Source: an optimization exercise on an open RTL-to-GDS flow (aim: small area, a short achievable clock period and few clock cycles per item). Production flows keep margins and buffers that such runs may drop. Function not checked in this run: the RTL went through the layout flow alone.

**flow/constraint.sdc**
```tcl
create_clock -name core_clock -period 13.0 [get_ports {clk}]
set_input_delay 2.6000 -clock core_clock [delete_from_list [all_inputs] [get_ports {clk}]]
set_output_delay 2.6000 -clock core_clock [all_outputs]
set_load 0.01 [all_outputs]
```
**flow/run.sh**
```bash
#!/bin/bash
# synth_recipe.tcl (not shown) runs the flow's synth.tcl, then flattens the netlist and writes it again
# the make line also repeats each setting of config.mk as NAME=value (left out here)
make -C /OpenROAD-flow-scripts/flow DESIGN_CONFIG=/design/flow/config.mk WORK_HOME=/design/flow/orfs CLKGATE_MAP_FILE= SYNTH_SCRIPT=/design/flow/synth_recipe.tcl finish
```
**flow/config.mk**
```make
export PLATFORM = sky130hd
export DESIGN_NAME = pxm_xlate
export DESIGN_NICKNAME = pxm_xlate
export VERILOG_FILES = /design/flow/design.v
export SDC_FILE = /design/flow/constraint.sdc
export NUM_CORES = 4
export LEC_CHECK = 0
export CAP_MARGIN = 20
export CORE_MARGIN = 2
export CORE_UTILIZATION = 40
export PLACE_DENSITY = 0.6
export SLEW_MARGIN = 20
```
**flow/design.v**
```verilog
module pxm_xlate (
    input  wire        clk,
    input  wire        rst,
    input  wire        cfg_load,
    input  wire [14:0] cfg_width,
    input  wire [14:0] cfg_height,
    input  wire [2:0]  cfg_muxbits,
    input  wire [3:0]  cfg_colordepth,
    input  wire [7:0]  cfg_panels,
    input  wire        cfg_rotate,
    input  wire        cfg_flip,
    input  wire [2:0]  cfg_colororder,
    input  wire [3:0]  cfg_scanpattern,
    input  wire        cfg_blockpattern,
    input  wire [23:0] cfg_coloroffset,
    input  wire        in_valid,
    output wire        in_ready,
    input  wire [15:0] in_x,
    input  wire [15:0] in_y,
    input  wire [7:0]  in_r,
    input  wire [7:0]  in_g,
    input  wire [7:0]  in_b,
    output wire        out_valid,
    output wire [1:0]  out_status,
    output wire [28:0] out_red_off,
    output wire [28:0] out_green_off,
    output wire [28:0] out_blue_off,
    output wire [2:0]  out_bit,
    output wire [7:0]  out_qr,
    output wire [7:0]  out_qg,
    output wire [7:0]  out_qb
);
    reg [11:0] w8;            
    reg [14:0] height;
    reg [2:0]  muxbits;
    reg [7:0]  panels;
    reg        rotate;
    reg        flip;
    reg [3:0]  sp;
    reg        bp;
    reg [2:0]  corder;
    reg [2:0]  qsh;           
    reg [7:0]  offr, offg, offb;    
    reg [23:0] pcb;
    reg [25:0] sbs;
    reg [13:0] dx;            
    reg        pfail;         
    reg        fast;          
    reg        slow;          
    reg [7:0] lr, lg, lb;
    always @(*) begin
        case (cfg_colororder)
            3'd1:    begin lr = cfg_coloroffset[23:16]; lg = cfg_coloroffset[7:0];   lb = cfg_coloroffset[15:8];  end
            3'd2:    begin lr = cfg_coloroffset[15:8];  lg = cfg_coloroffset[23:16]; lb = cfg_coloroffset[7:0];   end
            3'd3:    begin lr = cfg_coloroffset[15:8];  lg = cfg_coloroffset[7:0];   lb = cfg_coloroffset[23:16]; end
            3'd4:    begin lr = cfg_coloroffset[7:0];   lg = cfg_coloroffset[23:16]; lb = cfg_coloroffset[15:8];  end
            3'd5:    begin lr = cfg_coloroffset[7:0];   lg = cfg_coloroffset[15:8];  lb = cfg_coloroffset[23:16]; end
            default: begin lr = cfg_coloroffset[23:16]; lg = cfg_coloroffset[15:8];  lb = cfg_coloroffset[7:0];   end
        endcase
    end
    wire is_byte = (sp == 4'd1) || (sp == 4'd2) || (sp == 4'd3) || (sp == 4'd6) || (sp == 4'd8);
    wire is_blk  = (sp == 4'd4) || (sp == 4'd5) || (sp == 4'd7);
    wire [4:0]  rpmask = (muxbits == 3'd3) ? 5'd7 : (muxbits == 3'd4) ? 5'd15 : 5'd31;
    wire [12:0] dy     = height[14:2];
    function [15:0] oddpart12;       
        input [11:0] v;
        reg [11:0] t;
        reg [3:0]  z;
        begin
            t = v; z = 4'd0;
            if (t[7:0] == 8'd0) begin t = t >> 8; z = z + 4'd8; end
            if (t[3:0] == 4'd0) begin t = t >> 4; z = z + 4'd4; end
            if (t[1:0] == 2'd0) begin t = t >> 2; z = z + 4'd2; end
            if (t[0]   == 1'b0) begin t = t >> 1; z = z + 4'd1; end
            oddpart12 = {z, t};
        end
    endfunction
    wire [15:0] wn = oddpart12(w8);
    wire [15:0] pn = oddpart12({4'd0, panels});
    wire [4:0]  jx = {1'b0, wn[15:12]} + 5'd2 - {1'b0, pn[15:12]};    
    wire        fast_w = (wn[11:0] == pn[11:0]) && !jx[4];
    wire [13:0] dx_fast = 14'd1 << jx[3:0];
    wire        h_pow2 = (height & (height - 15'd1)) == 15'd0;
    wire [11:0] nrows   = height >> muxbits;
    wire        pf_byte = is_byte && nrows[0];
    wire        pf_blk  = is_blk && !((nrows == 12'd4) &&
                                      ((w8 == {3'd0, panels, 1'b0}) || (w8 == {2'd0, panels, 2'b0})));
    reg        rdy;
    reg        cp1, cp2;      
    reg        chk;           
    reg [2:0]  sst;           
    reg [3:0]  cnt;
    reg [15:0] rem;
    reg        xodd, yodd;
    localparam S_IDLE = 3'd0, S_CDIV = 3'd1, S_WAIT = 3'd2, S_DY = 3'd3,
               S_DX = 3'd4, S_AX = 3'd5, S_AY = 3'd6;
    assign in_ready = rdy;
    wire take = in_valid && rdy;
    reg        v1;
    reg [15:0] x1, y1;
    reg [7:0]  r1, g1, b1;
    wire       hold = slow && (sst != S_WAIT);
    wire        div_any = (sst == S_CDIV) || (sst == S_DY) || (sst == S_DX);
    wire        negy = y1[15], negx = x1[15];
    wire [15:0] wfull = {1'b0, w8, 3'b000};
    wire        dbit = (sst == S_CDIV) ? wfull[cnt] :
                       (sst == S_DY)   ? (y1[cnt] ^ negy) : (x1[cnt] ^ negx);
    wire [13:0] dsor = (sst == S_CDIV) ? {5'd0, panels, 1'b0} :
                       (sst == S_DY || sst == S_AY) ? {1'b0, dy} : dx;
    wire        swp  = (xodd == yodd);
    wire [16:0] aop  = div_any ? {rem[15:0], dbit} :
                       (sst == S_AX) ? {x1[15], x1} : {y1[15], y1};
    wire        sub  = div_any ? 1'b1 : (sst == S_AX) ? xodd : yodd;
    wire [16:0] bop  = (div_any || swp) ? {3'd0, dsor} : 17'd0;
    wire [16:0] asum = sub ? aop - bop : aop + bop;
    wire        qbit = !asum[16];                
    wire [15:0] rnext = qbit ? asum[15:0] : {rem[14:0], dbit};
    wire [15:0] a16  = (asum[16] && !asum[15]) ? 16'hffff : asum[15:0];
    always @(posedge clk) begin
        if (rst) begin
            rdy  <= 1'b1;
            cp1  <= 1'b0;
            cp2  <= 1'b0;
            chk  <= 1'b0;
            sst  <= S_IDLE;
            slow <= 1'b0;
            v1   <= 1'b0;
        end else begin
            cp1 <= 1'b0;
            cp2 <= cp1;
            chk <= 1'b0;
            v1  <= take && !slow;
            if (cfg_load) begin
                w8      <= cfg_width[14:3];
                height  <= cfg_height;
                muxbits <= cfg_muxbits;
                panels  <= cfg_panels;
                rotate  <= cfg_rotate;
                flip    <= cfg_flip;
                sp      <= cfg_scanpattern;
                bp      <= cfg_blockpattern;
                corder  <= cfg_colororder;
                qsh     <= 3'd0 - cfg_colordepth[2:0];
                offr    <= lr;
                offg    <= lg;
                offb    <= lb;
                rdy     <= 1'b0;
                cp1     <= 1'b1;
                chk     <= 1'b1;
                slow    <= 1'b0;
                sst     <= S_IDLE;
            end
            if (chk) begin
                fast  <= fast_w && h_pow2;
                dx    <= dx_fast;
                pfail <= pf_byte || pf_blk || (bp && !fast_w);
                if (bp && !(fast_w && h_pow2)) begin
                    sst <= S_CDIV;
                    cnt <= 4'd15;
                    rem <= 16'd0;
                    dx  <= 14'd0;
                end else begin
                    rdy <= 1'b1;
                end
            end
            case (sst)
                S_CDIV: begin
                    rem <= rnext;
                    dx  <= {dx[12:0], qbit};
                    cnt <= cnt - 4'd1;
                    if (cnt == 4'd0) begin
                        if (rnext == 16'd0 && !pf_byte && !pf_blk) begin
                            pfail <= 1'b0;
                            slow  <= 1'b1;
                            sst   <= S_WAIT;
                        end else begin
                            pfail <= 1'b1;
                            sst   <= S_IDLE;
                        end
                        rdy <= 1'b1;
                    end
                end
                S_WAIT: begin
                    if (take) begin
                        rdy <= 1'b0;
                        sst <= S_DY;
                        cnt <= 4'd15;
                        rem <= 16'd0;
                    end
                end
                S_DY, S_DX: begin
                    rem <= rnext;
                    cnt <= cnt - 4'd1;
                    if (cnt == 4'd0) begin
                        rem <= 16'd0;
                        cnt <= 4'd15;
                        if (sst == S_DY) begin
                            yodd <= qbit ^ negy;
                            sst  <= S_DX;
                        end else begin
                            xodd <= qbit ^ negx;
                            sst  <= S_AX;
                        end
                    end
                end
                S_AX: begin
                    sst <= S_AY;
                end
                S_AY: begin
                    v1  <= 1'b1;
                    rdy <= 1'b1;
                    sst <= S_WAIT;
                end
                default: ;
            endcase
        end
    end
    always @(posedge clk) begin
        if (!hold) begin
            x1 <= in_x;
            y1 <= in_y;
            r1 <= in_r;
            g1 <= in_g;
            b1 <= in_b;
        end else if (sst == S_AX) begin
            x1 <= a16;
        end else if (sst == S_AY) begin
            y1 <= a16;
        end
    end
    wire cpass = cp1 || cp2;
    reg [7:0] wr, wg, wb;
    always @(*) begin
        case (corder)
            3'd1:    begin wr = r1; wg = b1; wb = g1; end
            3'd2:    begin wr = g1; wg = r1; wb = b1; end
            3'd3:    begin wr = g1; wg = b1; wb = r1; end
            3'd4:    begin wr = b1; wg = r1; wb = g1; end
            3'd5:    begin wr = b1; wg = g1; wb = r1; end
            default: begin wr = r1; wg = g1; wb = b1; end
        endcase
    end
    wire [7:0] sr = (wr > offr) ? wr - offr : 8'd0;
    wire [7:0] sg = (wg > offg) ? wg - offg : 8'd0;
    wire [7:0] sb = (wb > offb) ? wb - offb : 8'd0;
    wire xa = |(x1[13:0] & dx);
    wire ya = |(y1[12:0] & dy);
    wire sw = bp && fast && (xa == ya);
    wire [15:0] x2 = x1 ^ ({2'b0, dx} & {16{sw}});
    wire [15:0] y2 = y1 ^ ({3'b0, dy} & {16{sw}});
    wire [15:0] uu = rotate ? y2 : x2;
    wire [15:0] vv = cp1 ? {1'b0, height} : cp2 ? 16'd3 : rotate ? x2 : y2;
    wire inb = !uu[15] && (uu[14:3] < w8) && !vv[15] && (vv[14:0] < height);
    wire [11:0] q3 = uu[14:3];
    wire [2:0]  r3 = uu[2:0];
    wire [4:0]  gg = vv[4:0] & rpmask;
    wire [11:0] kk = vv[14:0] >> muxbits;
    wire u4  = uu[4] ^ (!flip && !w8[1]);
    wire sel = (sp == 4'd5) || ((sp == 4'd4) && u4) || ((sp == 4'd7) && !u4);
    wire [11:0] kb = kk ^ {10'd0, sel, 1'b0};
    wire [11:0] ke = is_byte ? {kk[11:1], 1'b0} : kb;
    wire upper = !(kk[0] ^ rotate);
    wire [11:0] kop = cpass ? kk : (ke ^ {12{!rotate}});
    wire [4:0]  gop = cpass ? gg : (gg ^ ({5{rotate}} & rpmask));
    wire [2:0]  b4  = flip ? r3 : ~r3;
    wire [11:0] xop = q3 ^ {12{!flip}};
    reg        cb;
    reg [2:0]  bitx;
    always @(*) begin
        cb   = 1'b0;
        bitx = b4;
        case (sp)
            4'd1: cb = upper;
            4'd6: cb = !upper;
            4'd3: if (upper) bitx = ~b4; else cb = 1'b1;
            4'd2: begin cb = !b4[2]; bitx = {!upper, b4[1:0]}; end
            4'd8: begin cb = !b4[2]; bitx = {upper, b4[1:0]}; end
            default: ;
        endcase
    end
    wire [12:0] xrow = cpass ? 13'd0 : is_byte ? {xop, cb} : {1'b0, xop};
    wire [1:0]  dl   = is_byte ? 2'd2 : 2'd1;
    wire [28:0] arow = cpass ? 29'd0 : rotate ? {4'd0, pcb, 1'b0} : {3'd0, sbs};
    wire [28:0] w8z  = {17'd0, w8};
    wire [28:0] wrow_hi = (cpass || rotate) ? 29'd0 : (29'd0 - {5'd0, w8, 12'd0});
    reg  [28:0] wrow_lo;
    always @(*) begin
        wrow_lo = 29'd0;
        if (!cpass) begin
            if (!rotate) begin
                if (!flip)            wrow_lo = w8z;
                else if (is_byte)     wrow_lo = 29'd0 - w8z;
            end else if (!flip) begin
                wrow_lo = is_byte ? {w8z[27:0], 1'b0} : w8z;
            end
        end
    end
    wire [28:0] kc = (cpass || flip) ? 29'd0 : is_byte ? -29'd8192 : -29'd4096;
    wire [28:0] red_c = gop * sbs + kop * w8 + {16'd0, xrow} + arow + wrow_hi + wrow_lo + kc;
    reg        v2;
    reg [1:0]  st2;
    reg [28:0] red2;
    reg [2:0]  bit2;
    reg [7:0]  qr2, qg2, qb2;
    always @(posedge clk) begin
        if (rst) v2 <= 1'b0;
        else     v2 <= v1;
        st2  <= pfail ? 2'd2 : inb ? 2'd0 : 2'd1;
        red2 <= red_c;
        bit2 <= bitx;
        qr2  <= sr >> qsh;
        qg2  <= sg >> qsh;
        qb2  <= sb >> qsh;
        if (cp1) begin
            pcb <= red_c[23:0];
            sbs <= {2'd0, red_c[23:0]};
        end
        if (cp2)
            sbs <= red_c[25:0];
        if (cfg_load) begin
            pcb <= 24'd0;
            sbs <= 26'd0;
        end
    end
    assign out_valid     = v2;
    assign out_status    = st2;
    assign out_red_off   = red2;
    assign out_green_off = red2 - {5'd0, pcb};
    assign out_blue_off  = red2 - {4'd0, pcb, 1'b0};
    assign out_bit       = bit2;
    assign out_qr        = qr2;
    assign out_qg        = qg2;
    assign out_qb        = qb2;
endmodule
```
==> results.txt <==
GPL Wtd Cong=approximately 0.94; Sinks on Clock Net=286; largest cells by area after synthesis=fa_1, edfxtp_1, ha_1, dfxtp_1, inv_1; DR pass1 iterations=6; Tightest Pin Transition=1.164 ns; WS Path Type=reg -> reg; Synth area leader=fa_1; share of cells above drive strength 1=5.069%; cts hold-fix bufs=0; Synth Area in Compound Gates=14.32%; row count=roughly 110; async set-reset flop share out of synthesis=0%; Hold Fails Final Rpt=0; period utilization=a little under nine tenths; DR vias=29129; max-cap viol count=0; post-synthesis instance total=4032; simple-gate portion of the synthesized area=16.26%; mapped cell area=34670 um2; pre-CTS setup slack=1.922 ns; Longest Clk Path Bufs=3; Synth Area in XOR/XNOR=5.742%; Synth Register Bits=roughly 290; Root Buffer=clkbuf_16; mux cell area share after synthesis=6.066%; DRC=0; Port Buffer Count=between 200 and 300; yosys warns=1; PostCTS Resize Cnt=0; final setup fails=0; Initial Util=40.53%; Synth Flop Type=edfxtp_1; Worst EP required=13.48 ns; Worst Clk Skew=~0.049 ns; largest family of logic cells by synthesized area=adder cells; vias per cell=5.445; RSZ-0062 raised after global routing=false; most used cell, CP=fa_1; Worst Path Max Fanout=13; adder-cell share of the synthesized area=between 20% and 30%; final core utilization=between 40 and 50%; Routed WL=109.1 mm; DIE WIDTH=298.4 um; share of the synthesized area in the top cell type=18.30%; CORE AREA=85550 um2; worst flop-to-flop path startpoint=height[9]; Yosys cell types=108; nets@finish=4881; R2R depth=36; FF-to-FF End=sbs[25]; largest net degree at the start of global routing=75; CP endpoint=sbs[25]; antenna viol nets, final=0; setup slack, reg-to-reg=1.80 ns; Synth Net Count=4738; Hold Path Origin=v1; CTS buffer count=37; # IOs=257; CTS H-Tree Depth=2; drt wl/cell=~20 um; DR iter-0 viols=2317; Setup crit start=height[9]; max-slew violation count=0; HP Class=reg -> reg; critical path's slowest cell=xnor2_1; Layout area overhead=13.71%; global-route wire length before repair=roughly 170 mm; number of synthesized flops with an enable pin=169; Worst setup SP type=flip-flop; Worst EP arrival=11.68 ns; CTS tree=built; CP peak stage delay=0.96 ns; die height=298.4 um; vias in the first global route=28468; critical path endpoint category=flip-flop; status=timing/DRC/antenna clean; post-DP HPWL=87.01 mm; gr ovfl total=0; Seq/Total Area, Yosys=21.39%; clock-pin slew on the worst setup and hold paths=0.06 ns; FMAX=0.08930 GHz; Max-Slew Margin vs Limit=21.86%; die area=89050 um2; all-layer global routing usage=24.13%; min setup slack post-route=roughly 1.8 ns; setup TNS=0 ns; initial antenna violation count=5; Synth Area per Inst=8.599 um2; clock latency on the worst-skew pair=0.59 ns; post-CTS setup buffers=0; min cycle time layout=11.20 ns
## worst max-delay path, delay by kind of cell, from the launching register on
family | cells | cell delay (ns)
fa+ha+maj | 8 | 3.30
compound gates | 10 | 2.81
xor+xnor | 5 | 2.30
simple gates | 9 | 1.42
mux | 2 | 0.62
flops | 1 | 0.57
buf+inv | 2 | 0.10
## cell families after synthesis
group	Yosys count
buffers and inverters	792
DFF	286
muxes	189
xor gates and xnor gates	220
adders and majority gates	570
and+or+nand+nor	1224
AOI/OAI and AO/OA	751
## synthesized netlist by cell type, types with 8 or more instances
master,count
nor3_1,64
o21bai_1,15
mux2i_1,152
mux2_2,20
inv_1,584
a221oi_1,8
o2bb2ai_1,20
nor2b_1,51
o31ai_1,22
clkbuf_1,154
xnor2_1,137
buf_2,15
mux4_2,13
a22o_1,20
nor4_1,27
a21oi_1,211
ha_1,250
a22oi_1,40
nand2_1,469
nand4_1,22
dfxtp_1,117
nand3_1,40
a21o_1,23
buf_4,8
and3_1,19
edfxtp_1,169
o21ai_0,153
o221ai_1,12
o211ai_1,9
buf_1,19
o21a_1,29
xor2_1,76
and2_1,107
a221o_1,11
fa_1,317
nor2_1,331
or3_1,11
a21boi_0,12
a31oi_1,20
o22ai_1,19
nand2b_1,36
a211oi_1,45
## state kept, by name, indices dropped and copies added (netlist names), 12 cells and up
register	flops
x1	16
pcb	24
red2	29
height	15
sbs	26
dx	14
y1	16
w8	12
rem	16
## layer usage
metal / global-route usage (%) / wire length [um] / up-vias
met5: 0 / 0 / -
met4: 7.574 / 3333 / 0
met3: 2.334 / 5655 / 168
met2: 41.05 / 53070 / 971
met1: 32.35 / 47060 / 14209
li1: - / - / 13781
## layout by cell type, fill, tap and decap left out, drive strengths merged, types with 108 or more instances in the layout
| master | n |
|---|---|
| a21oi | 212 |
| and2 | 108 |
| clkdlybuf4s50 | 250 |
| dfxtp | 117 |
| edfxtp | 169 |
| fa | 317 |
| ha | 250 |
| inv | 592 |
| mux2i | 153 |
| nand2 | 472 |
| nor2 | 334 |
| o21ai | 162 |
| xnor2 | 143 |
## area by class of cell
| class | instances | area, um2 |
|---|---|---|
| fill | 8323 | 46130 |
| multi-input combinational | 2954 | 24250 |
| clock inverter | 18 | 187.7 |
| clock buffer | 48 | 998.5 |
| inverter | 592 | 2225 |
| sequential | 286 | 7418 |
| antenna | 4 | 10.01 |
| tap | 1144 | 1431 |
| timing repair buffer | 304 | 2903 |
## worst min path at each step
stage	slack, ns	cells past startpoint	end
after floorplan	0.39	0	st2[1]
after global placement	0.44	1	v2
after detailed placement	0.45	1	v2
after CTS	0.47	1	v2
after global routing	0.49	1	v2
final	0.46	1	v2
## metrics by stage
| stage | std cells | hold slack (ns) | instance area (um2) |
|---|---|---|---|
| 3_3_place_gp | 5280 | 0.4439 | 38210 |
| 5_1_grt | 5350 | 0.4896 | 39420 |
| 4_1_cts | 5346 | 0.4655 | 39400 |
| 6_report | 5350 | 0.4582 | 39420 |
| 2_1_floorplan | 4032 | 0.3931 | 34670 |
| 3_5_place_dp | 5280 | 0.4470 | 38210 |

-- re-timing with driven ports --
No port has a modelled driver above. Below, the same layout with a new extraction and two added sets of constraints. Step 1: set_driving_cell puts a clkbuf_16 on clk and a buf_2 on each other input, an assumption about the parent block. Step 2 also shifts input and output timing later by t, the mid clock arrival at the registers, as if the neighbouring blocks saw the same clock. Slacks: no drivers / after step 1 / after step 2; pairs: no drivers / after step 1.
t, ns: 0.637
setup WS [ns]: 1.802 / 1.802 / 1.802
worst register clock-pin slew, ns: 0.07 / 0.07
After both steps setup and hold are still met in this run. The setup slack of this run moves by 0.000 ns with the drivers and by 0.000 ns with both steps.
